What follows belongs to an exercise in optimizing a design on an open flow for small area, a short achievable clock period and few clock cycles per item; a production flow would make more cautious choices.
The RTL was checked by simulation tests, not by an equivalence proof against the original design.

### flow/design.v
module isg_qmod_unit (
    input  wire        clk,
    input  wire        rst,         
    input  wire        start,       
    input  wire        op,          
    input  wire        variant,     
    input  wire        bit_in,      
    input  wire [31:0] coef_in,     
    input  wire [31:0] qstep,       
    output wire        ready,
    output reg         done,        
    output wire [63:0] coef_out,    
    output reg         bit_out      
);
    wire [31:0] q_in = variant ? 32'h0001_0000 : qstep;
    wire        s_in = coef_in[31];
    wire [30:0] m_in = coef_in[30:0] ^ {31{s_in}};
    wire [31:0] M_in = op ? {m_in, s_in} : {1'b0, m_in};
    wire [4:0] im, iq;
    msb32 u_msbm (.x(M_in), .idx(im));
    msb32 u_msbq (.x(q_in), .idx(iq));
    wire [5:0]  dbl   = {1'b0, im} - {1'b0, iq};
    wire [3:0]  c_in  = dbl[5] ? 4'd0 : dbl[4:1];      
    wire [31:0] d_in  = q_in << {c_in, 1'b0};
    reg        v;           
    reg        first;       
    reg [3:0]  cnt;         
    reg        bitr, sr;
    reg [31:0] remr;        
    reg [31:0] dr;          
    reg [33:0] acc;         
    wire last = (cnt == 4'd0);
    assign ready = ~v | last;
    wire [33:0] t1 = {2'b00, remr} - {1'b0, dr, 1'b0};
    wire        q1 = ~t1[33];
    wire [31:0] r1 = q1 ? t1[31:0] : remr;
    wire [32:0] t2 = {1'b0, r1} - {1'b0, dr};
    wire        q2 = ~t2[32];
    wire [31:0] r2 = q2 ? t2[31:0] : r1;
    wire [33:0] S    = {34{sr}};
    wire [33:0] a    = first ? 34'd0 : acc;
    wire [33:0] sum1 = a + ({1'b0, dr, 1'b0} ^ S) + {33'd0, sr};
    wire [33:0] p1   = q1 ? sum1 : a;
    wire        lb0  = last & ~bitr;
    wire [33:0] b2   = lb0 ? {1'b0, dr, 1'b0} : {2'b00, dr};
    wire [33:0] sum2 = p1 + (b2 ^ S) + {33'd0, sr};
    wire        take = q2 | (last & bitr);
    always @(posedge clk) begin
        acc     <= take ? sum2 : p1;
        bit_out <= q1 ^ q2;
        if (ready) begin
            remr <= M_in;
            dr   <= d_in;
            bitr <= bit_in;
            sr   <= s_in;
            cnt  <= c_in;
        end else begin
            remr <= r2;
            dr   <= {2'b00, dr[31:2]};
            cnt  <= cnt - 4'd1;
        end
        if (rst) begin
            v     <= 1'b0;
            done  <= 1'b0;
            first <= 1'b0;
        end else begin
            done  <= v & last;
            first <= ready & start;
            if (ready)
                v <= start;
        end
    end
    assign coef_out = {{30{acc[33]}}, acc};
endmodule
module msb32 (
    input  wire [31:0] x,
    output wire [4:0]  idx
);
    wire [15:0] x1 = idx[4] ? x[31:16] : x[15:0];
    wire [7:0]  x2 = idx[3] ? x1[15:8] : x1[7:0];
    wire [3:0]  x3 = idx[2] ? x2[7:4]  : x2[3:0];
    wire [1:0]  x4 = idx[1] ? x3[3:2]  : x3[1:0];
    assign idx[4] = |x[31:16];
    assign idx[3] = |x1[15:8];
    assign idx[2] = |x2[7:4];
    assign idx[1] = |x3[3:2];
    assign idx[0] = x4[1];
endmodule
### flow/run.sh
#!/bin/bash
# synth_recipe.tcl (not shown) runs the flow's synth.tcl, then flattens the netlist and writes it again
# the make line also repeats each setting of config.mk as NAME=value (left out here)
make -C /OpenROAD-flow-scripts/flow DESIGN_CONFIG=/design/flow/config.mk WORK_HOME=/design/flow/orfs CLKGATE_MAP_FILE= SYNTH_SCRIPT=/design/flow/synth_recipe.tcl finish
### flow/config.mk
export PLATFORM = sky130hd
export DESIGN_NAME = isg_qmod_unit
export DESIGN_NICKNAME = isg_qmod_unit
export VERILOG_FILES = /design/flow/design.v
export SDC_FILE = /design/flow/constraint.sdc
export NUM_CORES = 4
export LEC_CHECK = 0
export ABC_AREA = 1
export CAP_MARGIN = 20
export CORE_MARGIN = 2
export CORE_UTILIZATION = 40
export PLACE_DENSITY = 0.6
export SETUP_SLACK_MARGIN = 5
export SLEW_MARGIN = 20
### flow/constraint.sdc
create_clock -name core_clock -period 11.0 [get_ports {clk}]
set_input_delay 2.2000 -clock core_clock [delete_from_list [all_inputs] [get_ports {clk}]]
set_output_delay 2.2000 -clock core_clock [all_outputs]
set_load 0.01 [all_outputs]
==> results of run 1 <==
## routing by layer
layer	part of all wire	vias up	global-route usage
met5	0	-	0
met4	0.040	0	0.105
met3	0.075	125	0.0296
met2	0.44	706	0.433
met1	0.45	7692	0.375
li1	-	8431	-
## Yosys cell counts (2+ instances only)
cell / number / area, um^2
sky130_fd_sc_hd__o21bai_1: 6 / 45.0
sky130_fd_sc_hd__a211oi_1: 3 / 22.5
sky130_fd_sc_hd__nor3_1: 15 / 75.1
sky130_fd_sc_hd__nand2_2: 3 / 18.8
sky130_fd_sc_hd__or2_2: 12 / 75.1
sky130_fd_sc_hd__ha_1: 134 / 1680
sky130_fd_sc_hd__a21boi_0: 7 / 52.6
sky130_fd_sc_hd__edfxtp_1: 3 / 90.1
sky130_fd_sc_hd__nand2_1: 624 / 2340
sky130_fd_sc_hd__a221oi_1: 2 / 17.5
sky130_fd_sc_hd__inv_1: 244 / 916
sky130_fd_sc_hd__buf_2: 20 / 100
sky130_fd_sc_hd__mux2i_1: 2 / 20.0
sky130_fd_sc_hd__a31oi_1: 18 / 113
sky130_fd_sc_hd__nor2_4: 3 / 33.8
sky130_fd_sc_hd__o31ai_1: 4 / 30.0
sky130_fd_sc_hd__o211ai_1: 10 / 75.1
sky130_fd_sc_hd__buf_6: 2 / 22.5
sky130_fd_sc_hd__o22ai_1: 2 / 12.5
sky130_fd_sc_hd__fa_1: 4 / 80.1
sky130_fd_sc_hd__o21ai_0: 202 / 1010
sky130_fd_sc_hd__buf_4: 39 / 293
sky130_fd_sc_hd__o21ai_1: 16 / 80.1
sky130_fd_sc_hd__o21a_1: 12 / 90.1
sky130_fd_sc_hd__a21o_1: 9 / 67.6
sky130_fd_sc_hd__xnor2_1: 77 / 674
sky130_fd_sc_hd__nor2_2: 5 / 31.3
sky130_fd_sc_hd__nand4_1: 12 / 75.1
sky130_fd_sc_hd__nor2_1: 165 / 619
sky130_fd_sc_hd__nand3b_1: 3 / 22.5
sky130_fd_sc_hd__xor2_1: 118 / 1030
sky130_fd_sc_hd__dfxtp_1: 105 / 2100
sky130_fd_sc_hd__inv_2: 4 / 15.0
sky130_fd_sc_hd__a21oi_1: 164 / 821
sky130_fd_sc_hd__clkbuf_1: 56 / 210
sky130_fd_sc_hd__o221ai_1: 26 / 228
sky130_fd_sc_hd__buf_1: 6 / 22.5
sky130_fd_sc_hd__nand3_1: 301 / 1510
## timing repair
item                                    CTS  global route
cloned                                   15            11
pin swaps                                17            43
gates resized for setup                  84           194
endpoints found under the setup margin  104           103
setup buffers                            25            29
## layout make-up
cell class,count,area [um^2],share of cell area
Multi-Input combinational cell,1986,12100,0.654
Timing Repair Buffer,211,2260,0.123
Sequential cell,108,2200,0.119
Inverter,248,983,0.0532
Tap cell,468,586,0.0317
Clock buffer,10,250,0.0135
Clock inverter,6,51.3,0.00278
Timing Repair inverter,7,51.3,0.00278
## metrics by stage
step / hold WS, ns / worst slack (ns)
finish: 0.570 / 5.11
global route: 0.610 / 4.92
CTS: 0.573 / 5.00
detailed placement: 0.555 / 2.37
global placement: 0.555 / 2.45
floorplan: 0.422 / 5.24
## registers in the layout, summed over array words and instances, names as in the netlist, 4 cells and up
register / count
dr: 32
acc: 34
cnt: 4
remr: 32
## worst min-delay path, cell delays in order, from the launching register on
cell and delay (ns):
sky130_fd_sc_hd__dfxtp_1 0.35, sky130_fd_sc_hd__xor2_1 0.07, sky130_fd_sc_hd__nand2_1 0.06, sky130_fd_sc_hd__o21ai_1 0.05
## kinds of logic after synthesis
group	after synthesis
mux	2
buf+inv	371
flops	108
xor+xnor	195
simple gates	1149
compound gates	491
fa+ha+maj	138
## final timing paths
check,start,end,slack (ns),depth (start not counted)
max reg2reg,remr[1]$_DFF_P_,remr[8]$_DFF_P_,5.42,38
min,cnt[2]$_DFF_P_,cnt[2]$_DFF_P_,0.57,3
min reg2reg,cnt[2]$_DFF_P_,cnt[2]$_DFF_P_,0.57,3
max,coef_in[19],dr[25]$_DFF_P_,5.11,29
==> metrics.log, run 1 <==
INFO  metric outcome = complete, no violations
INFO  metric area_added_between_synthesis_and_finish = 24.3%
INFO  metric antenna_found_initial = 0
INFO  metric yosys.area_share.adder = 0.118
INFO  metric timing.final.max_slew_violations = 0
INFO  metric route.final.wire_length = 56.0 mm
INFO  metric slowest_library_cell_on_the_worst_path = sky130_fd_sc_hd__fa_2
INFO  metric post_detailed_route_drc_marker_count = 0
INFO  metric fin_worst_skew = 0.0182 ns
INFO  metric dp_hpwl = 41.4 mm
INFO  metric numCtsBuffers = 9
INFO  metric synth.cell_area = 0.0149 mm^2
INFO  metric critical_path_peak_fanout = 8
INFO  metric clk-insertion-delay-late = 0.39 ns
INFO  metric commonest_non_fill_non_tap_cell_in_the_layout = sky130_fd_sc_hd__nand2_1
INFO  metric timing.critical_path.slowest_cell_delay = 0.55 ns
INFO  metric postSynthRegisterBits = 108
INFO  metric cts_tree = done
INFO  metric grt_pass1_vias = 15501
INFO  metric nets = 2779
INFO  metric fp.dieW = 197 um
INFO  metric grt_util_all_layers = 0.272
INFO  metric root_buffer = sky130_fd_sc_hd__clkbuf_16
INFO  metric final_cells = 3044
INFO  metric min_period_over_period = 0.535
INFO  metric max-cap-violations = 0
INFO  metric yosys-mux-area-fraction = 0.00135
INFO  metric timing.final.setup_violations = 0
INFO  metric detail_route.vias_per_cell = 5.57
INFO  metric detail_route.iter0.violations = 1659
INFO  metric number_of_flops_mapped_to_enable_cells_by_yosys = 3
INFO  metric global_route.overflow_total = 0
INFO  metric postLayoutCoreUtil = 0.505
INFO  metric report.final.hold_viol_count = 0
INFO  metric seq_area_frac_synth = 0.147
INFO  metric dpl.cell_count = 2947
INFO  metric number_of_inserted_filler_cells_in_the_final_layout = 3781
INFO  metric wire_length_of_the_first_global_routing_pass = 83.0 mm
INFO  metric post-route-min-period = 5.89 ns
INFO  metric die_footprint = 0.0387 mm^2
INFO  metric post_synthesis_simple_gate_area_fraction = 0.326
INFO  metric crit_family = simple AND/OR/NAND/NOR gates
INFO  metric worst_hold_path_type = reg2reg
INFO  metric stdcell_area = 0.0185 mm^2
INFO  metric grt_setup_unrepaired = false
INFO  metric timing_worst_slew_pin_value = 0.847 ns
INFO  metric placement_rows = 70
INFO  metric antenna-diode-count = 0
INFO  metric chipHeight = 197 um
INFO  metric ys_types = 54
INFO  metric firstDrtPassIters = 7
INFO  metric clk_transition_reported_paths = 0.09 ns
INFO  metric cts_hold_buffers = 0
INFO  metric required_time_of_the_worst_setup_path = 11.32 ns
INFO  metric num_vias = 16954
INFO  metric fp.coreArea = 0.0366 mm^2
INFO  metric gp_routability_congestion = 0.953
INFO  metric synthesis.nets = 2662
INFO  metric initial_core_util = 0.406
INFO  metric wl_per_instance = 18.4 um
INFO  metric synth-xor-area-share = 0.115
INFO  metric worst_ep_arrival_time = 6.21 ns
INFO  metric placed_cell_area = 0.0163 mm^2
INFO  metric layout_common_cells = sky130_fd_sc_hd__nand2_1 (582), sky130_fd_sc_hd__inv_1 (237), sky130_fd_sc_hd__nand3_1 (227)
INFO  metric drive_gt1_frac = 0.119
INFO  metric synthesis_warnings = 1
INFO  metric cts.sinks = 108
INFO  metric cts-root-to-sink-buffers = 2
INFO  metric max-slew-margin-rel = 0.435
INFO  metric remaining_antenna_violation_count_after_routing = 0
INFO  metric io_buffer_count = 136
INFO  metric fmax = 170 MHz
INFO  metric ys.flop_type = sky130_fd_sc_hd__dfxtp_1
INFO  metric async_flop_share = 0
INFO  metric grt_max_degree = 64
INFO  metric synth_top_family_by_area = simple AND/OR/NAND/NOR gates
INFO  metric synth_compound_area_frac = 0.186
INFO  metric criticalPathCategory = in2reg
INFO  metric crit_buf_inv = 5
INFO  metric fin_setup_tns = 0 ns
INFO  metric post_synth_inst_count = 2454
INFO  metric io_pins = 137
INFO  metric cts-htree-levels = 3
INFO  metric worst_setup_path_end_kind = flip-flop
INFO  metric startpoint_type_of_the_worst_setup_path = input pin
INFO  metric syn-mean-instance-area = 6.06 um^2
INFO  metric crit_path_frequent_cell = sky130_fd_sc_hd__nand3_1
Testbench counts, summed over its fixed seeds: cycles 6,723, items 4,000.
==> run 2: changes to the inputs <==
--- a/flow/config.mk
+++ b/flow/config.mk
@@ -6,6 +6,7 @@
 export NUM_CORES = 4
 export LEC_CHECK = 0
 export ABC_AREA = 1
+export ABC_CLOCK_PERIOD_IN_PS = 6000
 export CAP_MARGIN = 20
 export CORE_MARGIN = 2
 export CORE_UTILIZATION = 40
==> run 2 against run 1 <==
Effect of this change:
- utilization is the same
- clock-buffer cell count is the same
- cell count unchanged
- still clean on timing, DRC and antenna
- final area is the same
- area after synthesis unchanged
- critical path depth stayed put
- critical path type unchanged
- synthesized cell count unchanged
==> metrics.log, run 2 <==
INFO  metric num_vias = 16954
INFO  metric grt_use_met2 = 0.433
INFO  metric placement_rows = 70
INFO  metric gr-max-usage-layer = met2
INFO  metric number_of_flops_mapped_to_enable_cells_by_yosys = 3
INFO  metric hold_start = cnt[2]$_DFF_P_
INFO  metric groute.layer.met1.usage = 0.375
INFO  metric yosys.cell_count.top_type = sky130_fd_sc_hd__nand2_1
INFO  metric timing.final.setup_violations = 0
INFO  metric cell_type_with_the_largest_total_area_after_synthesis = sky130_fd_sc_hd__nand2_1
INFO  metric seq_area_frac_synth = 0.147
INFO  metric cts_tree = done
INFO  metric crit_path_frequent_cell = sky130_fd_sc_hd__nand3_1
INFO  metric synth_top_area_frac = 0.158
INFO  metric launching_instance_or_port_of_the_critical_path = coef_in[19]
INFO  metric post_synth_inst_count = 2454
INFO  metric timing_worst_slew_pin_value = 0.847 ns
INFO  metric grt_pass1_vias = 15501
INFO  metric dp_hpwl = 41.4 mm
INFO  metric synthesis.nets = 2662
INFO  metric criticalPathCategory = in2reg
INFO  metric fp.dieW = 197 um
INFO  metric drive_gt1_frac = 0.119
INFO  metric gp_routability_congestion = 0.953
INFO  metric most_area_consuming_cells_after_synthesis = sky130_fd_sc_hd__nand2_1 (16%), sky130_fd_sc_hd__dfxtp_1 (14%), sky130_fd_sc_hd__ha_1 (11%)
INFO  metric commonest_non_fill_non_tap_cell_in_the_layout = sky130_fd_sc_hd__nand2_1
INFO  metric post_detailed_route_drc_marker_count = 0
INFO  metric required_time_of_the_worst_setup_path = 11.32 ns
INFO  metric clk_transition_reported_paths = 0.09 ns
INFO  metric cts.sinks = 108
INFO  metric async_flop_share = 0
INFO  metric grt_max_degree = 64
INFO  metric largest_register_ffs = 34
INFO  metric critical_path_peak_fanout = 8
INFO  metric numCtsBuffers = 9
INFO  metric die_footprint = 0.0387 mm^2
INFO  metric wire_length_of_the_first_global_routing_pass = 83.0 mm
INFO  metric synth.cell_area = 0.0149 mm^2
INFO  metric slowest_library_cell_on_the_worst_path = sky130_fd_sc_hd__fa_2
INFO  metric worst_hold_path_type = reg2reg
INFO  metric ys.flop_type = sky130_fd_sc_hd__dfxtp_1
INFO  metric io_buffer_count = 136
INFO  metric cp.depth = 29
INFO  metric firstDrtPassIters = 7
INFO  metric stdcell_area = 0.0185 mm^2
INFO  metric wl_per_instance = 18.4 um
INFO  metric detail_route.vias_per_cell = 5.57
INFO  metric worstRegToRegCells = 38
INFO  metric antenna_found_initial = 0
INFO  metric grt_setup_unrepaired = false
INFO  metric route.final.wire_length = 56.0 mm
INFO  metric max-cap-violations = 0
INFO  metric fin_setup_tns = 0 ns
INFO  metric chipHeight = 197 um
INFO  metric area_added_between_synthesis_and_finish = 24.3%
INFO  metric report.final.hold_viol_count = 0
INFO  metric postSynthRegisterBits = 108
INFO  metric hold_path_cell_cnt = 3
INFO  metric rr_startpoint = remr[1]$_DFF_P_
INFO  metric cts-htree-levels = 3
INFO  metric timing.critical_path.slowest_cell_delay = 0.55 ns
INFO  metric cts_hold_buffers = 0
INFO  metric nets = 2779
INFO  metric grt_util_all_layers = 0.272
INFO  metric crit_family = simple AND/OR/NAND/NOR gates
INFO  metric postLayoutCoreUtil = 0.505
INFO  metric layout_common_cells = sky130_fd_sc_hd__nand2_1 (582), sky130_fd_sc_hd__inv_1 (237), sky130_fd_sc_hd__nand3_1 (227)
INFO  metric synth.top_cells.by_count = sky130_fd_sc_hd__nand2_1 (624), sky130_fd_sc_hd__nand3_1 (301), sky130_fd_sc_hd__inv_1 (244)
INFO  metric startpoint_type_of_the_worst_setup_path = input pin
INFO  metric fin_worst_skew = 0.0182 ns
INFO  metric top_regs = acc: 34 flops, dr: 32 flops, remr: 32 flops
INFO  metric antenna-diode-count = 0
INFO  metric detail_route.iter0.violations = 1659
INFO  metric fmax = 170 MHz
INFO  metric worst_ep_arrival_time = 6.21 ns
INFO  metric root_buffer = sky130_fd_sc_hd__clkbuf_16
INFO  metric io_pins = 137
INFO  metric post-route-min-period = 5.89 ns
INFO  metric ys_types = 54
INFO  metric crit_buf_inv = 5
INFO  metric max-slew-margin-rel = 0.435
INFO  metric outcome = complete, no violations
INFO  metric global_route.overflow_total = 0
INFO  metric placed_cell_area = 0.0163 mm^2
INFO  metric timing.final.max_slew_violations = 0
INFO  metric remaining_antenna_violation_count_after_routing = 0
INFO  metric syn-mean-instance-area = 6.06 um^2
INFO  metric clk-insertion-delay-late = 0.39 ns
INFO  metric fp.coreArea = 0.0366 mm^2
INFO  metric max_flop_register = acc
INFO  metric initial_core_util = 0.406
INFO  metric cts-root-to-sink-buffers = 2
INFO  metric grt.met3_usage = 0.0296
INFO  metric min_period_over_period = 0.535
INFO  metric synthesis_warnings = 1
INFO  metric worst_setup_path_end_kind = flip-flop
run 2: cell counts in the layout (fill, tap and decap cells not counted):
Identical to the previous run, type by type.
run 2: kinds of logic (layout without fill, tap and decap cells):
group / Yosys count / count (layout) / share of synthesized area
xor+xnor: 195 / 195 / 0.115
mux: 2 / 2 / 0.00135
simple gates: 1149 / 1160 / 0.326
fa+ha+maj: 138 / 138 / 0.118
compound gates: 491 / 491 / 0.186
buf+inv: 371 / 482 / 0.106
flops: 108 / 108 / 0.147
run 2: through the flow:
stage	hold WS [ns]	std cells	setup slack [ns]
floorplan	0.422	2454	5.24
global placement	0.555	2947	2.45
detailed placement	0.555	2947	2.37
CTS	0.573	3003	5.00
global route	0.610	3044	4.92
finish	0.570	3044	5.11
run 2: layout make-up:
cell class              instances  area (um^2)
clock buffers                  10          250
clock inverters                 6         51.3
fillers                      3781        18100
inverters                     248          983
multi-input cells            1986        12100
flip-flops and latches        108         2200
well taps                     468          586
repair buffers                211         2260
repair inverters                7         51.3
run 2: repair_timing:
action	in CTS	in global routing
endpoints found under the setup margin	104	103
resized for setup	84	194
buffers inserted	25	29
pin swaps	17	43
cloned	15	11
run 2: worst paths after layout:
kind	to	slack, ns
worst max-delay path	dr[25]$_DFF_P_	5.11
worst min-delay path	cnt[2]$_DFF_P_	0.57
worst max register to register	remr[8]$_DFF_P_	5.42
worst min register to register	cnt[2]$_DFF_P_	0.57
run 2: worst min-delay path, cell delays in order, from the launching register on:
cell and delay [ns]:
sky130_fd_sc_hd__dfxtp_1 0.35, sky130_fd_sc_hd__xor2_1 0.07, sky130_fd_sc_hd__nand2_1 0.06, sky130_fd_sc_hd__o21ai_1 0.05
run 2: per-layer routing:
metal  wire length (um)  part of all wire
met4               2240             0.040
met2              24500              0.44
met5                  0                 0
met3               4230             0.075
met1              25000              0.45
==> run 3: changes to the inputs <==
--- a/flow/config.mk
+++ b/flow/config.mk
@@ -6,10 +6,9 @@
 export NUM_CORES = 4
 export LEC_CHECK = 0
 export ABC_AREA = 1
-export ABC_CLOCK_PERIOD_IN_PS = 6000
 export CAP_MARGIN = 20
 export CORE_MARGIN = 2
-export CORE_UTILIZATION = 40
-export PLACE_DENSITY = 0.6
+export CORE_UTILIZATION = 50
+export PLACE_DENSITY = 0.7
 export SETUP_SLACK_MARGIN = 5
 export SLEW_MARGIN = 20
==> run 3 against run 2 <==
Effect of this change:
- critical path type unchanged
- critical endpoint unchanged
- maximum frequency grew 0.50%
- highest routed layer unchanged
- still clean
- via count grew 0.74%
- critical path depth shrank 1
- register-to-register slack worse by 0.10 ns
==> metrics.log, run 3 <==
INFO  metric firstDrtPassIters = 6
INFO  metric synth.top_cells.by_count = sky130_fd_sc_hd__nand2_1 (624), sky130_fd_sc_hd__nand3_1 (301), sky130_fd_sc_hd__inv_1 (244)
INFO  metric timing.final.setup_violations = 0
INFO  metric rr_startpoint = dr[7]$_DFF_P_
INFO  metric critical_path_peak_fanout = 11
INFO  metric grt_util_all_layers = 0.321
INFO  metric worst_hold_path_type = reg2reg
INFO  metric postLayoutCoreUtil = 0.622
INFO  metric launching_instance_or_port_of_the_critical_path = coef_in[29]
INFO  metric cts_hold_buffers = 0
INFO  metric cts.sinks = 108
INFO  metric crit_family = simple AND/OR/NAND/NOR gates
INFO  metric reg2reg_to = remr[24]$_DFF_P_
INFO  metric cts-root-to-sink-buffers = 2
INFO  metric grt.met3_usage = 0.0345
INFO  metric dp_hpwl = 39.0 mm
INFO  metric seq_area_frac_synth = 0.147
INFO  metric top_regs = acc: 34 flops, dr: 32 flops, remr: 32 flops
INFO  metric fp.coreArea = 0.0295 mm^2
INFO  metric timing.final.max_slew_violations = 0
INFO  metric fin_setup_tns = 0 ns
INFO  metric chipHeight = 176 um
INFO  metric crit_buf_inv = 5
INFO  metric crit_path_frequent_cell = sky130_fd_sc_hd__nand3_1
INFO  metric async_flop_share = 0
INFO  metric detail_route.iter0.violations = 1723
INFO  metric grt_use_met2 = 0.506
INFO  metric nets = 2787
INFO  metric clk-insertion-delay-late = 0.38 ns
INFO  metric antenna-diode-count = 0
INFO  metric grt_max_degree = 64
INFO  metric commonest_non_fill_non_tap_cell_in_the_layout = sky130_fd_sc_hd__nand2_1
INFO  metric hold_start = v$_SDFFE_PP0N_
INFO  metric clk_transition_reported_paths = 0.09 ns
INFO  metric number_of_inserted_filler_cells_in_the_final_layout = 2830
INFO  metric synth.cell_area = 0.0149 mm^2
INFO  metric area_added_between_synthesis_and_finish = 23.2%
INFO  metric layout_common_cells = sky130_fd_sc_hd__nand2_1 (587), sky130_fd_sc_hd__inv_1 (237), sky130_fd_sc_hd__nand3_1 (230)
INFO  metric placement_rows = 63
INFO  metric cell_type_with_the_largest_total_area_after_synthesis = sky130_fd_sc_hd__nand2_1
INFO  metric grt_setup_unrepaired = true
INFO  metric detail_route.vias_per_cell = 5.74
INFO  metric gp_routability_congestion = 0.975
INFO  metric hold_path_cell_cnt = 2
INFO  metric required_time_of_the_worst_setup_path = 11.28 ns
INFO  metric fmax = 171 MHz
INFO  metric layout.area.seq = 0.00220 mm^2
INFO  metric worstRegToRegCells = 36
INFO  metric min_delay_worst_endpoint = done$_SDFF_PP0_
INFO  metric max_flop_register = acc
INFO  metric io_pins = 137
INFO  metric cts_tree = done
INFO  metric most_area_consuming_cells_after_synthesis = sky130_fd_sc_hd__nand2_1 (16%), sky130_fd_sc_hd__dfxtp_1 (14%), sky130_fd_sc_hd__ha_1 (11%)
INFO  metric fp.dieW = 176 um
INFO  metric remaining_antenna_violation_count_after_routing = 0
INFO  metric timing_worst_slew_pin_value = 0.906 ns
INFO  metric min_period_over_period = 0.533
INFO  metric global_route.overflow_total = 0
INFO  metric initial_core_util = 0.504
INFO  metric startpoint_type_of_the_worst_setup_path = input pin
INFO  metric criticalPathCategory = in2reg
INFO  metric timing.critical_path.slowest_cell_delay = 0.49 ns
INFO  metric wl_per_instance = 17.8 um
INFO  metric slowest_library_cell_on_the_worst_path = sky130_fd_sc_hd__clkdlybuf4s50_1
INFO  metric post-route-min-period = 5.86 ns
INFO  metric outcome = complete, no violations
INFO  metric ys_types = 54
INFO  metric antenna_found_initial = 0
INFO  metric cts-htree-levels = 3
INFO  metric postSynthRegisterBits = 108
INFO  metric number_of_flops_mapped_to_enable_cells_by_yosys = 3
INFO  metric die_footprint = 0.0311 mm^2
INFO  metric report.final.hold_viol_count = 0
INFO  metric fin_worst_skew = 0.0132 ns
INFO  metric placed_cell_area = 0.0162 mm^2
INFO  metric synthesis.nets = 2662
INFO  metric route.final.wire_length = 53.0 mm
INFO  metric stdcell_area = 0.0183 mm^2
INFO  metric numCtsBuffers = 9
INFO  metric worst_setup_path_end_kind = flip-flop
INFO  metric yosys.cell_count.top_type = sky130_fd_sc_hd__nand2_1
INFO  metric drive_gt1_frac = 0.117
INFO  metric wire_length_of_the_first_global_routing_pass = 79.4 mm
INFO  metric root_buffer = sky130_fd_sc_hd__clkbuf_16
INFO  metric syn-mean-instance-area = 6.06 um^2
INFO  metric multi_input_gate_area = 0.0120 mm^2
INFO  metric post_synth_inst_count = 2454
INFO  metric ys.flop_type = sky130_fd_sc_hd__dfxtp_1
INFO  metric groute.layer.met1.usage = 0.444
INFO  metric worst_ep_arrival_time = 6.14 ns
INFO  metric regToRegSetupSlack = 5.32 ns
INFO  metric gr-max-usage-layer = met2
INFO  metric synth_top_area_frac = 0.158
INFO  metric max-slew-margin-rel = 0.395
INFO  metric grt_pass1_vias = 15067
INFO  metric num_vias = 17079
INFO  metric max-cap-violations = 0
INFO  metric post_detailed_route_drc_marker_count = 0
INFO  metric synthesis_warnings = 1
INFO  metric io_buffer_count = 136
INFO  metric largest_register_ffs = 34
## run 3: layer usage
metal	routed length, um	share of wire
met1	23300	0.44
met2	23300	0.44
met3	4120	0.078
met4	2260	0.043
met5	0	0
## run 3: tightest hold or removal path, cell delays in order (launching register included)
cell                      delay, ns
sky130_fd_sc_hd__dfxtp_1       0.31
sky130_fd_sc_hd__inv_1         0.07
sky130_fd_sc_hd__nor3_1        0.09
## run 3: how the worst max path moves through the flow
stage,end,slack (ns),depth (start not counted)
6_report,dr[25]$_DFF_P_,5.14,28
5_1_grt,dr[15]$_DFF_P_,4.92,30
4_1_cts,dr[12]$_DFF_P_,5.00,28
3_5_place_dp,dr[14]$_DFF_P_,2.46,26
3_3_place_gp,dr[17]$_DFF_P_,2.48,26
2_1_floorplan,dr[14]$_DFF_P_,5.24,28
## run 3: timing repair
action / 4_1_cts / 5_1_grt
gates resized for setup: 89 / 181
setup buffers: 30 / 34
setup endpoints to repair: 104 / 101
pin swaps: 18 / 53
cloned: 15 / 9
## run 3: stage by stage
| stage | hold WS [ns] | instances | setup slack (ns) |
|---|---|---|---|
| detailed placement | 0.502 | 2870 | 2.46 |
| finish | 0.524 | 2974 | 5.14 |
| CTS | 0.512 | 2931 | 5.00 |
| global route | 0.551 | 2974 | 4.92 |
| floorplan | 0.422 | 2454 | 5.24 |
| global placement | 0.501 | 2870 | 2.48 |
## run 3: kinds of logic after synthesis
group / Yosys count / share of synthesized area
XOR/XNOR: 195 / 0.115
flip-flops: 108 / 0.147
adder cells (fa/ha/maj): 138 / 0.118
buffers and inverters: 371 / 0.106
AND/OR/NAND/NOR: 1149 / 0.326
AO/OA/AOI/OAI: 491 / 0.186
multiplexers: 2 / 0.00135
## run 3: layout make-up
class | count | share of cell area
clock inverter | 6 | 0.00341
inverter | 248 | 0.0541
tap | 390 | 0.0266
multi-input combinational | 1985 | 0.652
timing repair inverter | 7 | 0.00314
clock buffer | 10 | 0.0130
timing repair buffer | 220 | 0.127
sequential | 108 | 0.120
==> run 4: changes to the inputs <==
--- a/flow/config.mk
+++ b/flow/config.mk
@@ -8,7 +8,7 @@
 export ABC_AREA = 1
 export CAP_MARGIN = 20
 export CORE_MARGIN = 2
-export CORE_UTILIZATION = 50
-export PLACE_DENSITY = 0.7
+export CORE_UTILIZATION = 55
+export PLACE_DENSITY = 0.75
 export SETUP_SLACK_MARGIN = 5
 export SLEW_MARGIN = 20
==> run 4 against run 3 <==
Effect of this change:
- critical path depth decreased by 4
- sequential share of layout area is 0.21 points lower
- synthesized cell count stayed put
- maximum frequency is 0.48% lower
- via count is 2.8% higher
- first-iteration DRC count is 15% higher
- die area down 8.9%
- routed wire length is 1.9% higher
- flip-flop and latch count unchanged
==> metrics.log, run 4 <==
INFO  metric synth.top_cells.by_count = sky130_fd_sc_hd__nand2_1 (624), sky130_fd_sc_hd__nand3_1 (301), sky130_fd_sc_hd__inv_1 (244)
INFO  metric timing_worst_slew_pin_value = 0.983 ns
INFO  metric gp_routability_congestion = 1.00
INFO  metric crit_buf_inv = 5
INFO  metric antenna-diode-count = 0
INFO  metric outcome = complete, no violations
INFO  metric clk_transition_reported_paths = 0.09 ns
INFO  metric numCtsBuffers = 9
INFO  metric postSynthRegisterBits = 108
INFO  metric synthesis.nets = 2662
INFO  metric ys_types = 54
INFO  metric remaining_antenna_violation_count_after_routing = 0
INFO  metric fin_setup_tns = 0 ns
INFO  metric most_area_consuming_cells_after_synthesis = sky130_fd_sc_hd__nand2_1 (16%), sky130_fd_sc_hd__dfxtp_1 (14%), sky130_fd_sc_hd__ha_1 (11%)
INFO  metric grt_util_all_layers = 0.346
INFO  metric commonest_non_fill_non_tap_cell_in_the_layout = sky130_fd_sc_hd__nand2_1
INFO  metric route.final.wire_length = 54.0 mm
INFO  metric regToRegSetupSlack = 5.23 ns
INFO  metric rr_startpoint = dr[17]$_DFF_P_
INFO  metric wl_per_instance = 18.5 um
INFO  metric required_time_of_the_worst_setup_path = 11.26 ns
INFO  metric initial_core_util = 0.556
INFO  metric io_buffer_count = 136
INFO  metric cts_tree = done
INFO  metric layout_common_cells = sky130_fd_sc_hd__nand2_1 (564), sky130_fd_sc_hd__inv_1 (236), sky130_fd_sc_hd__o21ai_0 (192)
INFO  metric min_period_over_period = 0.535
INFO  metric yosys.cell_count.top_type = sky130_fd_sc_hd__nand2_1
INFO  metric largest_register_ffs = 34
INFO  metric postLayoutCoreUtil = 0.697
INFO  metric hold_path_cell_cnt = 2
INFO  metric max-cap-violations = 0
INFO  metric startpoint_type_of_the_worst_setup_path = input pin
INFO  metric die_footprint = 0.0284 mm^2
INFO  metric top_regs = acc: 34 flops, dr: 32 flops, remr: 32 flops
INFO  metric final_cells = 2915
INFO  metric crit_family = simple AND/OR/NAND/NOR gates
INFO  metric min_delay_worst_endpoint = done$_SDFF_PP0_
INFO  metric report.final.hold_viol_count = 0
INFO  metric cts-htree-levels = 3
INFO  metric crit_path_frequent_cell = sky130_fd_sc_hd__nand3_1
INFO  metric fp.dieW = 168 um
INFO  metric grt_pass1_vias = 15327
INFO  metric number_of_inserted_filler_cells_in_the_final_layout = 2324
INFO  metric antenna_found_initial = 0
INFO  metric post_detailed_route_drc_marker_count = 0
INFO  metric placement_rows = 60
INFO  metric wire_length_of_the_first_global_routing_pass = 79.7 mm
INFO  metric dp_hpwl = 38.4 mm
INFO  metric num_vias = 17552
INFO  metric clk-insertion-delay-late = 0.38 ns
INFO  metric timing.critical_path.slowest_cell_delay = 0.62 ns
INFO  metric area_added_between_synthesis_and_finish = 25.3%
INFO  metric slowest_library_cell_on_the_worst_path = sky130_fd_sc_hd__fa_2
INFO  metric worst_hold_path_type = reg2reg
INFO  metric fin_worst_skew = 0.0152 ns
INFO  metric detail_route.iter0.violations = 1985
INFO  metric async_flop_share = 0
INFO  metric io_pins = 137
INFO  metric worstRegToRegCells = 31
INFO  metric detail_route.vias_per_cell = 6.02
INFO  metric fmax = 170 MHz
INFO  metric synthesis_warnings = 1
INFO  metric dpl.cell_count = 2822
INFO  metric critical_path_peak_fanout = 17
INFO  metric timing.final.max_slew_violations = 0
INFO  metric post-route-min-period = 5.89 ns
INFO  metric fp.coreArea = 0.0267 mm^2
INFO  metric hold_start = v$_SDFFE_PP0N_
INFO  metric reg2reg_to = remr[0]$_DFFE_PP_
INFO  metric cts-root-to-sink-buffers = 2
INFO  metric synth.cell_area = 0.0149 mm^2
INFO  metric timing.final.setup_violations = 0
INFO  metric seq_area_frac_synth = 0.147
INFO  metric chipHeight = 168 um
INFO  metric post_synth_inst_count = 2454
INFO  metric cts.sinks = 108
INFO  metric grt_max_degree = 64
INFO  metric number_of_flops_mapped_to_enable_cells_by_yosys = 3
INFO  metric ys.flop_type = sky130_fd_sc_hd__dfxtp_1
INFO  metric root_buffer = sky130_fd_sc_hd__clkbuf_16
INFO  metric criticalPathCategory = in2reg
INFO  metric drive_gt1_frac = 0.143
INFO  metric syn-mean-instance-area = 6.06 um^2
INFO  metric max_flop_register = acc
INFO  metric path_cells = clkbuf_2, bufbuf_16, xor2_1, o21ai_0, nand3_1, nand2_1, nand2_2, nor2_4, nand3_2, nand2_2, nor2_4, a21boi_4, nand2_1, nand2_2, inv_2, fa_2, clkinvlp_4, buf_12, nand2_8, nand2_1, nand3_1, nand3_1, nand3_2, nand3_1
INFO  metric worst_setup_path_end_kind = flip-flop
INFO  metric grt_setup_unrepaired = false
INFO  metric max-slew-margin-rel = 0.344
INFO  metric nets = 2777
INFO  metric firstDrtPassIters = 8
INFO  metric cell_type_with_the_largest_total_area_after_synthesis = sky130_fd_sc_hd__nand2_1
INFO  metric synth_top_area_frac = 0.158
INFO  metric worst_ep_arrival_time = 6.14 ns
INFO  metric global_route.overflow_total = 0
-- run 4: final cells by class --
| class | count | area, um^2 | area share |
|---|---|---|---|
| clock buffer | 9 | 225 | 0.0121 |
| clock inverter | 7 | 67.6 | 0.00363 |
| inverter | 248 | 982 | 0.0527 |
| multi-input combinational | 1988 | 12400 | 0.667 |
| sequential | 108 | 2200 | 0.118 |
| tap | 341 | 427 | 0.0229 |
| timing repair buffer | 205 | 2240 | 0.120 |
| timing repair inverter | 9 | 65.1 | 0.00349 |
-- run 4: cell families (layout without fill, tap and decap cells) --
logic type	count (synthesis)	count (layout)	synth area share
fa+ha+maj	138	138	0.118
compound gates	491	492	0.186
xor+xnor	195	195	0.115
buf+inv	371	478	0.106
mux	2	2	0.00135
simple gates	1149	1161	0.326
flops	108	108	0.147
-- run 4: worst reg2reg max path, delay by kind of cell, from the launching register on --
family	cells	cell delay, ns
fa+ha+maj	2	0.83
simple gates	12	1.38
flops	1	0.42
compound gates	10	2.01
buf+inv	7	0.98
-- run 4: through the flow --
| stage | instance area (um^2) | worst slack (ns) | hold WS [ns] |
|---|---|---|---|
| finish | 18600 | 5.11 | 0.504 |
| global route | 18600 | 4.91 | 0.525 |
| CTS | 17000 | 4.99 | 0.502 |
| detailed placement | 16100 | 2.55 | 0.487 |
| global placement | 16100 | 2.64 | 0.480 |
| floorplan | 14900 | 5.24 | 0.422 |
-- run 4: how the worst max path moves through the flow --
stage	start	endpoint	slack (ns)	depth (start not counted)
after CTS	coef_in[31]	dr[28]$_DFF_P_	4.99	28
final	coef_in[31]	dr[25]$_DFF_P_	5.11	24
after detailed placement	op	dr[12]$_DFF_P_	2.55	26
after global routing	qstep[16]	dr[25]$_DFF_P_	4.91	28
after floorplan	op	dr[14]$_DFF_P_	5.24	28
after global placement	op	dr[12]$_DFF_P_	2.64	26
-- run 4: repair_timing --
action | CTS | global route
hold buffers | 0 | 0
gates cloned | 16 | 13
hold endpoints to repair | 0 | 0
buffers inserted | 17 | 31
pin swaps | 13 | 68
setup endpoints to repair | 104 | 104
gates resized for setup | 87 | 285
-- run 4: routing by layer --
layer / routed length, um / GRT usage / share of wire / vias to the layer above
li1: - / - / - / 8414
met1: 22400 / 0.472 / 0.41 / 7901
met2: 23500 / 0.552 / 0.44 / 1006
met3: 4960 / 0.0498 / 0.092 / 231
met4: 3110 / 0.137 / 0.058 / 0
met5: 0 / 0 / 0 / -
==> run 5: changes to the inputs <==
==> flow/flow/run.sh (new file) <==
#!/bin/bash
set -e
export BUFFER_PORTS_ARGS="-buffer_cell sky130_fd_sc_hd__buf_1"
bash standard.sh > standard.log 2>&1
==> flow/standard.sh (new file) <==
#!/bin/bash
# synth_recipe.tcl (not shown) runs the flow's synth.tcl, then flattens the netlist and writes it again
# the make line also repeats each setting of config.mk as NAME=value (left out here)
make -C /OpenROAD-flow-scripts/flow DESIGN_CONFIG=/design/flow/config.mk WORK_HOME=/design/flow/orfs CLKGATE_MAP_FILE= SYNTH_SCRIPT=/design/flow/synth_recipe.tcl "${@:-finish}"
--- a/flow/config.mk
+++ b/flow/config.mk
@@ -8,7 +8,7 @@
 export ABC_AREA = 1
 export CAP_MARGIN = 20
 export CORE_MARGIN = 2
-export CORE_UTILIZATION = 55
-export PLACE_DENSITY = 0.75
+export CORE_UTILIZATION = 50
+export PLACE_DENSITY = 0.7
 export SETUP_SLACK_MARGIN = 5
 export SLEW_MARGIN = 20
removed: flow/run.sh
==> run 5 against run 4 <==
Effect of this change:
- clock-buffer cell count is the same
- critical endpoint is now dr[27]$_DFF_P_
- setup slack better by 0.030 ns
- utilization down 13 points
- hold slack improved by 0.062 ns
- register-to-register slack is essentially flat
- synthesized cell count is the same
- largest cell class unchanged
==> metrics.log, run 5 <==
INFO  metric antenna-diode-count = 0
INFO  metric stdcell_area = 0.0167 mm^2
INFO  metric numCtsBuffers = 9
INFO  metric cts_tree = done
INFO  metric placement_rows = 63
INFO  metric chipHeight = 176 um
INFO  metric worst_ep_arrival_time = 6.19 ns
INFO  metric cts-htree-levels = 3
INFO  metric wire_length_of_the_first_global_routing_pass = 77.9 mm
INFO  metric detail_route.vias_per_cell = 5.76
INFO  metric dpl.cell_count = 2871
INFO  metric top_regs = acc: 34 flops, dr: 32 flops, remr: 32 flops
INFO  metric ys_types = 54
INFO  metric fp.coreArea = 0.0295 mm^2
INFO  metric final_cells = 2943
INFO  metric synthesis_warnings = 1
INFO  metric timing.final.max_slew_violations = 0
INFO  metric synth_top_area_frac = 0.158
INFO  metric worst_setup_path_end_kind = flip-flop
INFO  metric fin_setup_tns = 0 ns
INFO  metric fin_worst_skew = 0.0179 ns
INFO  metric syn-mean-instance-area = 6.06 um^2
INFO  metric synth.top_cells.by_count = sky130_fd_sc_hd__nand2_1 (624), sky130_fd_sc_hd__nand3_1 (301), sky130_fd_sc_hd__inv_1 (244)
INFO  metric final.hold.worst_slack = 0.566 ns
INFO  metric io_buffer_count = 136
INFO  metric cell_type_with_the_largest_total_area_after_synthesis = sky130_fd_sc_hd__nand2_1
INFO  metric wl_per_instance = 17.3 um
INFO  metric crit_family = simple AND/OR/NAND/NOR gates
INFO  metric reg2reg_to = remr[0]$_DFFE_PP_
INFO  metric io_pins = 137
INFO  metric grt_pass1_vias = 15028
INFO  metric min_period_over_period = 0.532
INFO  metric postSynthRegisterBits = 108
INFO  metric global_route.overflow_total = 0
INFO  metric detail_route.iter0.violations = 1861
INFO  metric area_added_between_synthesis_and_finish = 12.3%
INFO  metric startpoint_type_of_the_worst_setup_path = input pin
INFO  metric number_of_flops_mapped_to_enable_cells_by_yosys = 3
INFO  metric max-cap-violations = 0
INFO  metric cts_hold_buffers = 0
INFO  metric crit_buf_inv = 6
INFO  metric worst_hold_path_type = reg2reg
INFO  metric antenna_found_initial = 0
INFO  metric largest_register_ffs = 34
INFO  metric worstRegToRegCells = 34
INFO  metric fp.dieW = 176 um
INFO  metric synth.cell_area = 0.0149 mm^2
INFO  metric placed_cell_area = 0.0154 mm^2
INFO  metric required_time_of_the_worst_setup_path = 11.34 ns
INFO  metric slowest_library_cell_on_the_worst_path = sky130_fd_sc_hd__fa_2
INFO  metric timing_worst_slew_pin_value = 0.812 ns
INFO  metric die_footprint = 0.0311 mm^2
INFO  metric timing.final.setup_violations = 0
INFO  metric ys.flop_type = sky130_fd_sc_hd__dfxtp_1
INFO  metric most_area_consuming_cells_after_synthesis = sky130_fd_sc_hd__nand2_1 (16%), sky130_fd_sc_hd__dfxtp_1 (14%), sky130_fd_sc_hd__ha_1 (11%)
INFO  metric grt_setup_unrepaired = true
INFO  metric max_flop_register = acc
INFO  metric critical_path_peak_fanout = 34
INFO  metric hold_path_cell_cnt = 2
INFO  metric criticalPathCategory = in2reg
INFO  metric max-slew-margin-rel = 0.458
INFO  metric async_flop_share = 0
INFO  metric commonest_non_fill_non_tap_cell_in_the_layout = sky130_fd_sc_hd__nand2_1
INFO  metric root_buffer = sky130_fd_sc_hd__clkbuf_16
INFO  metric number_of_inserted_filler_cells_in_the_final_layout = 3010
INFO  metric regToRegSetupSlack = 5.24 ns
INFO  metric initial_core_util = 0.504
INFO  metric rr_startpoint = dr[7]$_DFF_P_
INFO  metric firstDrtPassIters = 6
INFO  metric cts-root-to-sink-buffers = 2
INFO  metric min_delay_worst_endpoint = cnt[3]$_DFF_P_
INFO  metric post_detailed_route_drc_marker_count = 0
INFO  metric hold_start = cnt[3]$_DFF_P_
INFO  metric route.final.wire_length = 51.0 mm
INFO  metric dp_hpwl = 38.4 mm
INFO  metric clk_transition_reported_paths = 0.09 ns
INFO  metric yosys.cell_count.top_type = sky130_fd_sc_hd__nand2_1
INFO  metric seq_area_frac_synth = 0.147
INFO  metric post-route-min-period = 5.86 ns
INFO  metric nets = 2756
INFO  metric synthesis.nets = 2662
INFO  metric report.final.hold_viol_count = 0
INFO  metric grt_max_degree = 64
INFO  metric cts.sinks = 108
INFO  metric outcome = complete, no violations
INFO  metric gp_routability_congestion = 0.960
INFO  metric drive_gt1_frac = 0.0717
INFO  metric num_vias = 16943
INFO  metric timing.critical_path.slowest_cell_delay = 0.57 ns
INFO  metric grt_util_all_layers = 0.312
INFO  metric clk-insertion-delay-late = 0.39 ns
INFO  metric post_synth_inst_count = 2454
INFO  metric fmax = 171 MHz
INFO  metric crit_path_frequent_cell = sky130_fd_sc_hd__nand3_1
INFO  metric layout_common_cells = sky130_fd_sc_hd__nand2_1 (608), sky130_fd_sc_hd__nand3_1 (292), sky130_fd_sc_hd__inv_1 (237)
INFO  metric remaining_antenna_violation_count_after_routing = 0
## run 5: how the worst max path moves through the flow
stage | slack [ns] | cells after the start | end | startpoint
2_1_floorplan | 5.24 | 28 | dr[14]$_DFF_P_ | op
3_3_place_gp | 3.07 | 27 | dr[25]$_DFF_P_ | coef_in[31]
3_5_place_dp | 3.09 | 27 | dr[14]$_DFF_P_ | coef_in[31]
4_1_cts | 5.00 | 28 | dr[14]$_DFF_P_ | op
5_1_grt | 4.93 | 33 | remr[0]$_DFFE_PP_ | dr[22]$_DFF_P_
6_report | 5.14 | 28 | dr[27]$_DFF_P_ | coef_in[31]
## run 5: through the flow
stage | utilization | setup slack [ns]
after floorplan | - | 5.24
after global placement | 0.521 | 3.07
after detailed placement | 0.521 | 3.09
after CTS | 0.544 | 5.00
after global routing | 0.566 | 4.93
final | 0.566 | 5.14
## run 5: cell type report
class | instances | area (um^2) | area share
clock buffer | 9 | 225 | 0.0135
sequential | 108 | 2200 | 0.132
multi-input combinational | 1981 | 11500 | 0.690
inverter | 248 | 996 | 0.0596
tap | 390 | 488 | 0.0292
timing repair inverter | 8 | 60.1 | 0.00360
timing repair buffer | 192 | 1120 | 0.0668
clock inverter | 7 | 86.3 | 0.00517
## run 5: timing repair
item | CTS | global route
resized for setup | 60 | 84
endpoints found under the setup margin | 104 | 101
pin swaps | 6 | 22
buffers inserted | 11 | 27
gates cloned | 8 | 10
## run 5: per-layer routing
metal	track usage	up-vias	share of wire
met4	0.122	0	0.042
met2	0.497	787	0.44
met1	0.428	7672	0.44
li1	-	8365	-
met3	0.0394	119	0.083
met5	0	-	0
## run 5: cell families after synthesis
group | Yosys count | share of synthesized area
AO/OA/AOI/OAI | 491 | 0.186
XOR/XNOR | 195 | 0.115
adder cells (fa/ha/maj) | 138 | 0.118
buffers and inverters | 371 | 0.106
flip-flops | 108 | 0.147
multiplexers | 2 | 0.00135
AND/OR/NAND/NOR | 1149 | 0.326
## run 5: worst min-delay path, stage by stage, from the launching register on
cell                      delay (ns)
sky130_fd_sc_hd__dfxtp_1        0.35
sky130_fd_sc_hd__xor2_1         0.07
sky130_fd_sc_hd__o21ai_0        0.12
==> run 6: changes to the inputs <==
==> flow/flow/run.sh (replaced) <==
#!/bin/bash
set -e
export BUFFER_PORTS_ARGS="-buffer_cell sky130_fd_sc_hd__buf_2"
bash standard.sh > standard.log 2>&1
==> run 6 against run 5 <==
Effect of this change:
- clock skew shrank 0.0065 ns
- critical path type is now reg2reg
- global-route usage shrank 0.079 points
- first-iteration DRC count up 1.9%
- die area is the same
- via count shrank 0.94%
- routed wire length decreased by 1.8%
- critical path depth up 7
- cell count decreased by 0.48%
- utilization shrank 0.28 points
==> metrics.log, run 6 <==
INFO  metric seq_area_frac_synth = 0.147
INFO  metric wire_length_of_the_first_global_routing_pass = 77.7 mm
INFO  metric detail_route.vias_per_cell = 5.73
INFO  metric async_flop_share = 0
INFO  metric wl_per_instance = 17.1 um
INFO  metric placement_rows = 63
INFO  metric largest_register_ffs = 34
INFO  metric synth.cell_area = 0.0149 mm^2
INFO  metric fp.dieW = 176 um
INFO  metric worst_setup_path_end_kind = flip-flop
INFO  metric drive_gt1_frac = 0.119
INFO  metric root_buffer = sky130_fd_sc_hd__clkbuf_16
INFO  metric fin_setup_tns = 0 ns
INFO  metric yosys.cell_count.top_type = sky130_fd_sc_hd__nand2_1
INFO  metric grt_max_degree = 64
INFO  metric synth.top_cells.by_count = sky130_fd_sc_hd__nand2_1 (624), sky130_fd_sc_hd__nand3_1 (301), sky130_fd_sc_hd__inv_1 (244)
INFO  metric chipHeight = 176 um
INFO  metric numCtsBuffers = 9
INFO  metric post_synth_inst_count = 2454
INFO  metric post_detailed_route_drc_marker_count = 0
INFO  metric firstDrtPassIters = 5
INFO  metric worstRegToRegCells = 35
INFO  metric global_route.overflow_total = 0
INFO  metric max-cap-violations = 0
INFO  metric commonest_non_fill_non_tap_cell_in_the_layout = sky130_fd_sc_hd__nand2_1
INFO  metric criticalPathCategory = reg2reg
INFO  metric number_of_flops_mapped_to_enable_cells_by_yosys = 3
INFO  metric grt_setup_unrepaired = true
INFO  metric cell_type_with_the_largest_total_area_after_synthesis = sky130_fd_sc_hd__nand2_1
INFO  metric worst_ep_arrival_time = 6.10 ns
INFO  metric worst_hold_path_type = reg2reg
INFO  metric max-slew-margin-rel = 0.485
INFO  metric cp.depth = 35
INFO  metric antenna-diode-count = 0
INFO  metric max_flop_register = acc
INFO  metric timing.final.setup_violations = 0
INFO  metric critical_path_peak_fanout = 23
INFO  metric hold_path_cell_cnt = 2
INFO  metric syn-mean-instance-area = 6.06 um^2
INFO  metric grt_pass1_vias = 14874
INFO  metric slowest_library_cell_on_the_worst_path = sky130_fd_sc_hd__ha_1
INFO  metric timing.final.max_slew_violations = 0
INFO  metric required_time_of_the_worst_setup_path = 11.30 ns
INFO  metric crit_buf_inv = 8
INFO  metric num_vias = 16784
INFO  metric min_period_over_period = 0.527
INFO  metric startpoint_type_of_the_worst_setup_path = flip-flop
INFO  metric area_added_between_synthesis_and_finish = 11.8%
INFO  metric gp_routability_congestion = 0.962
INFO  metric report.final.hold_viol_count = 0
INFO  metric fp.coreArea = 0.0295 mm^2
INFO  metric clk_transition_reported_paths = 0.08 ns
INFO  metric ys.flop_type = sky130_fd_sc_hd__dfxtp_1
INFO  metric crit_family = simple AND/OR/NAND/NOR gates
INFO  metric antenna_found_initial = 0
INFO  metric layout_common_cells = sky130_fd_sc_hd__nand2_1 (611), sky130_fd_sc_hd__nand3_1 (295), sky130_fd_sc_hd__inv_1 (236)
INFO  metric die_footprint = 0.0311 mm^2
INFO  metric cts_tree = done
INFO  metric cts_hold_buffers = 0
INFO  metric grt_util_all_layers = 0.311
INFO  metric final.hold.worst_slack = 0.556 ns
INFO  metric synthesis.nets = 2662
INFO  metric cts-root-to-sink-buffers = 2
INFO  metric timing.critical_path.slowest_cell_delay = 0.42 ns
INFO  metric postSynthRegisterBits = 108
INFO  metric cts-htree-levels = 3
INFO  metric io_buffer_count = 136
INFO  metric crit_path_frequent_cell = sky130_fd_sc_hd__nand2_1
INFO  metric number_of_inserted_filler_cells_in_the_final_layout = 3046
INFO  metric most_area_consuming_cells_after_synthesis = sky130_fd_sc_hd__nand2_1 (16%), sky130_fd_sc_hd__dfxtp_1 (14%), sky130_fd_sc_hd__ha_1 (11%)
INFO  metric remaining_antenna_violation_count_after_routing = 0
INFO  metric layout.area.seq = 0.00220 mm^2
INFO  metric post-route-min-period = 5.80 ns
INFO  metric route.final.wire_length = 50.1 mm
INFO  metric detail_route.iter0.violations = 1897
INFO  metric timing_worst_slew_pin_value = 0.769 ns
INFO  metric io_pins = 137
INFO  metric synthesis_warnings = 1
INFO  metric outcome = complete, no violations
INFO  metric initial_core_util = 0.504
INFO  metric top_regs = acc: 34 flops, dr: 32 flops, remr: 32 flops
INFO  metric ys_types = 54
INFO  metric fmax = 172 MHz
INFO  metric fin_worst_skew = 0.0114 ns
INFO  metric postLayoutCoreUtil = 0.564
INFO  metric nets = 2742
INFO  metric synth_top_area_frac = 0.158
INFO  metric dp_hpwl = 38.3 mm
INFO  metric clk-insertion-delay-late = 0.38 ns
INFO  metric multi_input_gate_area = 0.0115 mm^2
INFO  metric cts.sinks = 108
[run 6: cell counts after synthesis]
No cell type changed its count.
[run 6: worst reg2reg max path: cells and delay by family (launching register included)]
kind                       cells  cell delay (ns)
AOI/OAI and AO/OA             10             1.73
and+or+nand+nor               15             1.79
DFF                            1             0.38
adders and majority gates      2             0.80
buffers and inverters          8             1.00
[run 6: stage by stage]
step	area (um^2)	setup WS (ns)	instances
6_report	16600	5.20	2929
5_1_grt	16600	4.89	2929
4_1_cts	16100	4.98	2903
3_5_place_dp	15500	3.19	2869
3_3_place_gp	15500	3.23	2869
2_1_floorplan	14900	5.24	2454
[run 6: worst paths after layout]
| check | from | slack [ns] | to |
|---|---|---|---|
| min reg2reg | v$_SDFFE_PP0N_ | 0.56 | done$_SDFF_PP0_ |
| max | dr[5]$_DFF_P_ | 5.20 | remr[16]$_DFF_P_ |
| max reg2reg | dr[5]$_DFF_P_ | 5.20 | remr[16]$_DFF_P_ |
| min | v$_SDFFE_PP0N_ | 0.56 | done$_SDFF_PP0_ |
[run 6: routing by layer]
metal,GRT usage,vias up,share of wire
met1,0.437,7586,0.44
li1,-,8325,-
met5,0,-,0
met4,0.108,0,0.034
met3,0.0314,92,0.080
met2,0.496,781,0.44
[run 6: repair_timing]
action,CTS,global route
buffers inserted,14,18
pin swaps,6,20
resized for setup,45,77
setup endpoints to repair,103,103
gates cloned,4,8
[run 6: cells by family (layout without fill, tap and decap cells)]
group	after synthesis	count (layout)	synth area share
flip-flops	108	108	0.147
AO/OA/AOI/OAI	491	491	0.186
XOR/XNOR	195	195	0.115
adder cells (fa/ha/maj)	138	138	0.118
AND/OR/NAND/NOR	1149	1155	0.326
buffers and inverters	371	450	0.106
multiplexers	2	2	0.00135
[run 6: layout make-up]
class	instances	area share
multi-input combinational	1981	0.693
sequential	108	0.132
timing repair buffer	180	0.0661
inverter	248	0.0586
tap	390	0.0294
clock buffer	10	0.0144
clock inverter	6	0.00376
timing repair inverter	6	0.00233
==> run 7: changes to the inputs <==
--- a/flow/config.mk
+++ b/flow/config.mk
@@ -9,6 +9,7 @@
 export CAP_MARGIN = 20
 export CORE_MARGIN = 2
 export CORE_UTILIZATION = 50
+export GPL_ROUTABILITY_DRIVEN = 0
 export PLACE_DENSITY = 0.7
 export SETUP_SLACK_MARGIN = 5
 export SLEW_MARGIN = 20
==> run 7 against run 6 <==
Effect of this change:
- still clean
- hold slack lost 0.023 ns
- clock skew grew 0.0059 ns
- final area grew 0.88%
- critical path depth shrank 6
- die area is the same
- setup slack lost 0.085 ns
- routed wire length is essentially flat
- critical path type is now in2reg
- critical endpoint is now dr[17]$_DFF_P_
==> metrics.log, run 7 <==
INFO  metric outcome = complete, no violations
INFO  metric yosys.cell_count.top_type = sky130_fd_sc_hd__nand2_1
INFO  metric route.final.wire_length = 50.1 mm
INFO  metric layout.area.seq = 0.00220 mm^2
INFO  metric post-route-min-period = 5.88 ns
INFO  metric io_pins = 137
INFO  metric slowest_library_cell_on_the_worst_path = sky130_fd_sc_hd__fa_2
INFO  metric placed_cell_area = 0.0155 mm^2
INFO  metric numCtsBuffers = 9
INFO  metric fp.coreArea = 0.0295 mm^2
INFO  metric global_route.overflow_total = 0
INFO  metric fp.dieW = 176 um
INFO  metric wl_per_instance = 17.0 um
INFO  metric worst_setup_path_end_kind = flip-flop
INFO  metric cts.sinks = 108
INFO  metric synthesis_warnings = 1
INFO  metric regToRegSetupSlack = 5.26 ns
INFO  metric nets = 2750
INFO  metric postSynthRegisterBits = 108
INFO  metric fin_setup_tns = 0 ns
INFO  metric firstDrtPassIters = 11
INFO  metric worst_ep_arrival_time = 6.17 ns
INFO  metric async_flop_share = 0
INFO  metric post_detailed_route_drc_marker_count = 0
INFO  metric fmax = 170 MHz
INFO  metric area_added_between_synthesis_and_finish = 12.8%
INFO  metric synth_top_area_frac = 0.158
INFO  metric placement_rows = 63
INFO  metric multi_input_gate_area = 0.0116 mm^2
INFO  metric synth.cell_area = 0.0149 mm^2
INFO  metric clk_transition_reported_paths = 0.09 ns
INFO  metric startpoint_type_of_the_worst_setup_path = input pin
INFO  metric synth.top_cells.by_count = sky130_fd_sc_hd__nand2_1 (624), sky130_fd_sc_hd__nand3_1 (301), sky130_fd_sc_hd__inv_1 (244)
INFO  metric max-cap-violations = 0
INFO  metric antenna_found_initial = 0
INFO  metric min_period_over_period = 0.535
INFO  metric seq_area_frac_synth = 0.147
INFO  metric clk-insertion-delay-late = 0.39 ns
INFO  metric hold_path_cell_cnt = 2
INFO  metric grt_util_all_layers = 0.305
INFO  metric cell_type_with_the_largest_total_area_after_synthesis = sky130_fd_sc_hd__nand2_1
INFO  metric worst_hold_path_type = reg2reg
INFO  metric largest_register_ffs = 34
INFO  metric cts_tree = done
INFO  metric chipHeight = 176 um
INFO  metric top_regs = acc: 34 flops, dr: 32 flops, remr: 32 flops
INFO  metric max-slew-margin-rel = 0.540
INFO  metric post_synth_inst_count = 2454
INFO  metric number_of_inserted_filler_cells_in_the_final_layout = 2948
INFO  metric cts-htree-levels = 3
INFO  metric number_of_flops_mapped_to_enable_cells_by_yosys = 3
INFO  metric criticalPathCategory = in2reg
INFO  metric syn-mean-instance-area = 6.06 um^2
INFO  metric required_time_of_the_worst_setup_path = 11.28 ns
INFO  metric detail_route.vias_per_cell = 5.80
INFO  metric commonest_non_fill_non_tap_cell_in_the_layout = sky130_fd_sc_hd__nand2_1
INFO  metric report.final.hold_viol_count = 0
INFO  metric detail_route.iter0.violations = 2046
INFO  metric io_buffer_count = 136
INFO  metric drive_gt1_frac = 0.126
INFO  metric synthesis.nets = 2662
INFO  metric wire_length_of_the_first_global_routing_pass = 76.4 mm
INFO  metric layout_common_cells = sky130_fd_sc_hd__nand2_1 (607), sky130_fd_sc_hd__nand3_1 (282), sky130_fd_sc_hd__inv_1 (238)
INFO  metric root_buffer = sky130_fd_sc_hd__clkbuf_16
INFO  metric crit_path_frequent_cell = sky130_fd_sc_hd__nand3_1
INFO  metric remaining_antenna_violation_count_after_routing = 0
INFO  metric critical_path_peak_fanout = 34
INFO  metric fin_worst_skew = 0.0173 ns
INFO  metric stdcell_area = 0.0168 mm^2
INFO  metric worstRegToRegCells = 34
INFO  metric most_area_consuming_cells_after_synthesis = sky130_fd_sc_hd__nand2_1 (16%), sky130_fd_sc_hd__dfxtp_1 (14%), sky130_fd_sc_hd__ha_1 (11%)
INFO  metric num_vias = 17036
INFO  metric ys_types = 54
INFO  metric timing.final.max_slew_violations = 0
INFO  metric timing_worst_slew_pin_value = 0.687 ns
INFO  metric die_footprint = 0.0311 mm^2
INFO  metric antenna-diode-count = 0
INFO  metric dp_hpwl = 37.4 mm
INFO  metric cts-root-to-sink-buffers = 2
INFO  metric timing.final.setup_violations = 0
INFO  metric ys.flop_type = sky130_fd_sc_hd__dfxtp_1
INFO  metric grt_pass1_vias = 15073
INFO  metric initial_core_util = 0.504
INFO  metric grt_max_degree = 64
INFO  metric max_flop_register = acc
INFO  metric timing.critical_path.slowest_cell_delay = 0.49 ns
INFO  metric grt_setup_unrepaired = true
-- run 7: cell types whose count changed in the layout (fill, tap and decap cells not counted), moves of 3 or more --
cell / before / now
sky130_fd_sc_hd__nand3_1: 295 / 282
sky130_fd_sc_hd__nand3_2: 6 / 18
sky130_fd_sc_hd__nand2_2: 10 / 15
sky130_fd_sc_hd__nand2_1: 611 / 607
sky130_fd_sc_hd__buf_4: 36 / 39
-- run 7: layer usage --
metal	global-route usage	part of all wire
met5	0	0.00094
met4	0.133	0.049
met3	0.0349	0.092
met2	0.474	0.43
met1	0.425	0.43
-- run 7: final cells by class --
type	count	share of cell area
Sequential cell	108	0.131
Timing Repair Buffer	186	0.0713
Multi-Input combinational cell	1983	0.690
Timing Repair inverter	6	0.00246
Inverter	248	0.0585
Tap cell	390	0.0291
Clock inverter	7	0.00403
Clock buffer	9	0.0134
-- run 7: per-stage QoR --
stage / cells / setup slack [ns] / utilization / hold slack, ns
2_1_floorplan: 2454 / 5.24 / - / 0.422
5_1_grt: 2937 / 4.91 / 0.569 / 0.547
3_3_place_gp: 2869 / 3.40 / 0.526 / 0.502
6_report: 2937 / 5.12 / 0.569 / 0.534
4_1_cts: 2900 / 5.02 / 0.545 / 0.517
3_5_place_dp: 2869 / 3.17 / 0.526 / 0.501
-- run 7: what timing repair did --
action / CTS / global route
setup endpoints to repair: 103 / 102
setup buffers: 11 / 24
hold buffers: 0 / 0
pin swaps: 5 / 22
endpoints found under the hold margin: 0 / 0
resized for setup: 51 / 95
cloned: 4 / 13
-- run 7: worst max-delay path, delay by kind of cell --
family,cells,cell delay (ns)
adder cells (fa/ha/maj),1,0.49
AND/OR/NAND/NOR,22,2.66
buffers and inverters,6,0.80
-- run 7: cells by family (layout without fill, tap and decap cells) --
kind of cell             Yosys count  after routing  share of synthesized area
AND/OR/NAND/NOR                 1149           1157                      0.326
multiplexers                       2              2                    0.00135
buffers and inverters            371            456                      0.106
flip-flops                       108            108                      0.147
adder cells (fa/ha/maj)          138            138                      0.118
AO/OA/AOI/OAI                    491            491                      0.186
XOR/XNOR                         195            195                      0.115
-- run 7: final timing paths --
check	endpoint	startpoint
max	dr[17]$_DFF_P_	coef_in[31]
min	done$_SDFF_PP0_	v$_SDFFE_PP0N_
max reg2reg	remr[31]$_DFF_P_	dr[7]$_DFF_P_
min reg2reg	done$_SDFF_PP0_	v$_SDFFE_PP0N_

[afterwards: timing with drivers on the ports]
The results above use ideal ports. As a check the final layouts listed here were re-extracted and re-timed, cells and wires unchanged.
Step 1 sets driving cells, clkbuf_16 on the clock port and buf_2 on the other inputs (assumed; they add their load-dependent delay and slew).
Step 2 adds t to the input delays and takes it off the output delays; t is the mean of the earliest and latest rising clock arrival at the registers after step 1. Input paths then give back, and output paths get back, about the clock's delay inside the block.
Slacks: no drivers / after step 1 / after step 2; pairs: no drivers / after step 1.
run	t (ns)	slack for setup (ns)	latest minus earliest clock arrival (ns)	worst slew at a driven data input, ns	cell pins on the clock port's net
run 1	0.427	5.111 / 5.137 / 4.710	0.018 / 0.019	0.06	1
run 2	0.427	5.111 / 5.137 / 4.710	0.018 / 0.019	0.06	1
run 3	0.427	5.141 / 5.167 / 4.740	0.014 / 0.014	0.05	1
run 4	0.417	5.113 / 5.139 / 4.722	0.015 / 0.016	0.05	1
run 5	0.430	5.143 / 5.154 / 4.724	0.018 / 0.018	0.05	1
run 6	0.431	5.202 / 5.202 / 4.874	0.011 / 0.012	0.06	1
run 7	0.434	5.117 / 5.123 / 4.688	0.018 / 0.017	0.06	1
After both steps every run listed still meets setup and hold. For run 7, which loses most, drivers alone change the setup slack by +0.006 ns; drivers and shift together by -0.429 ns.
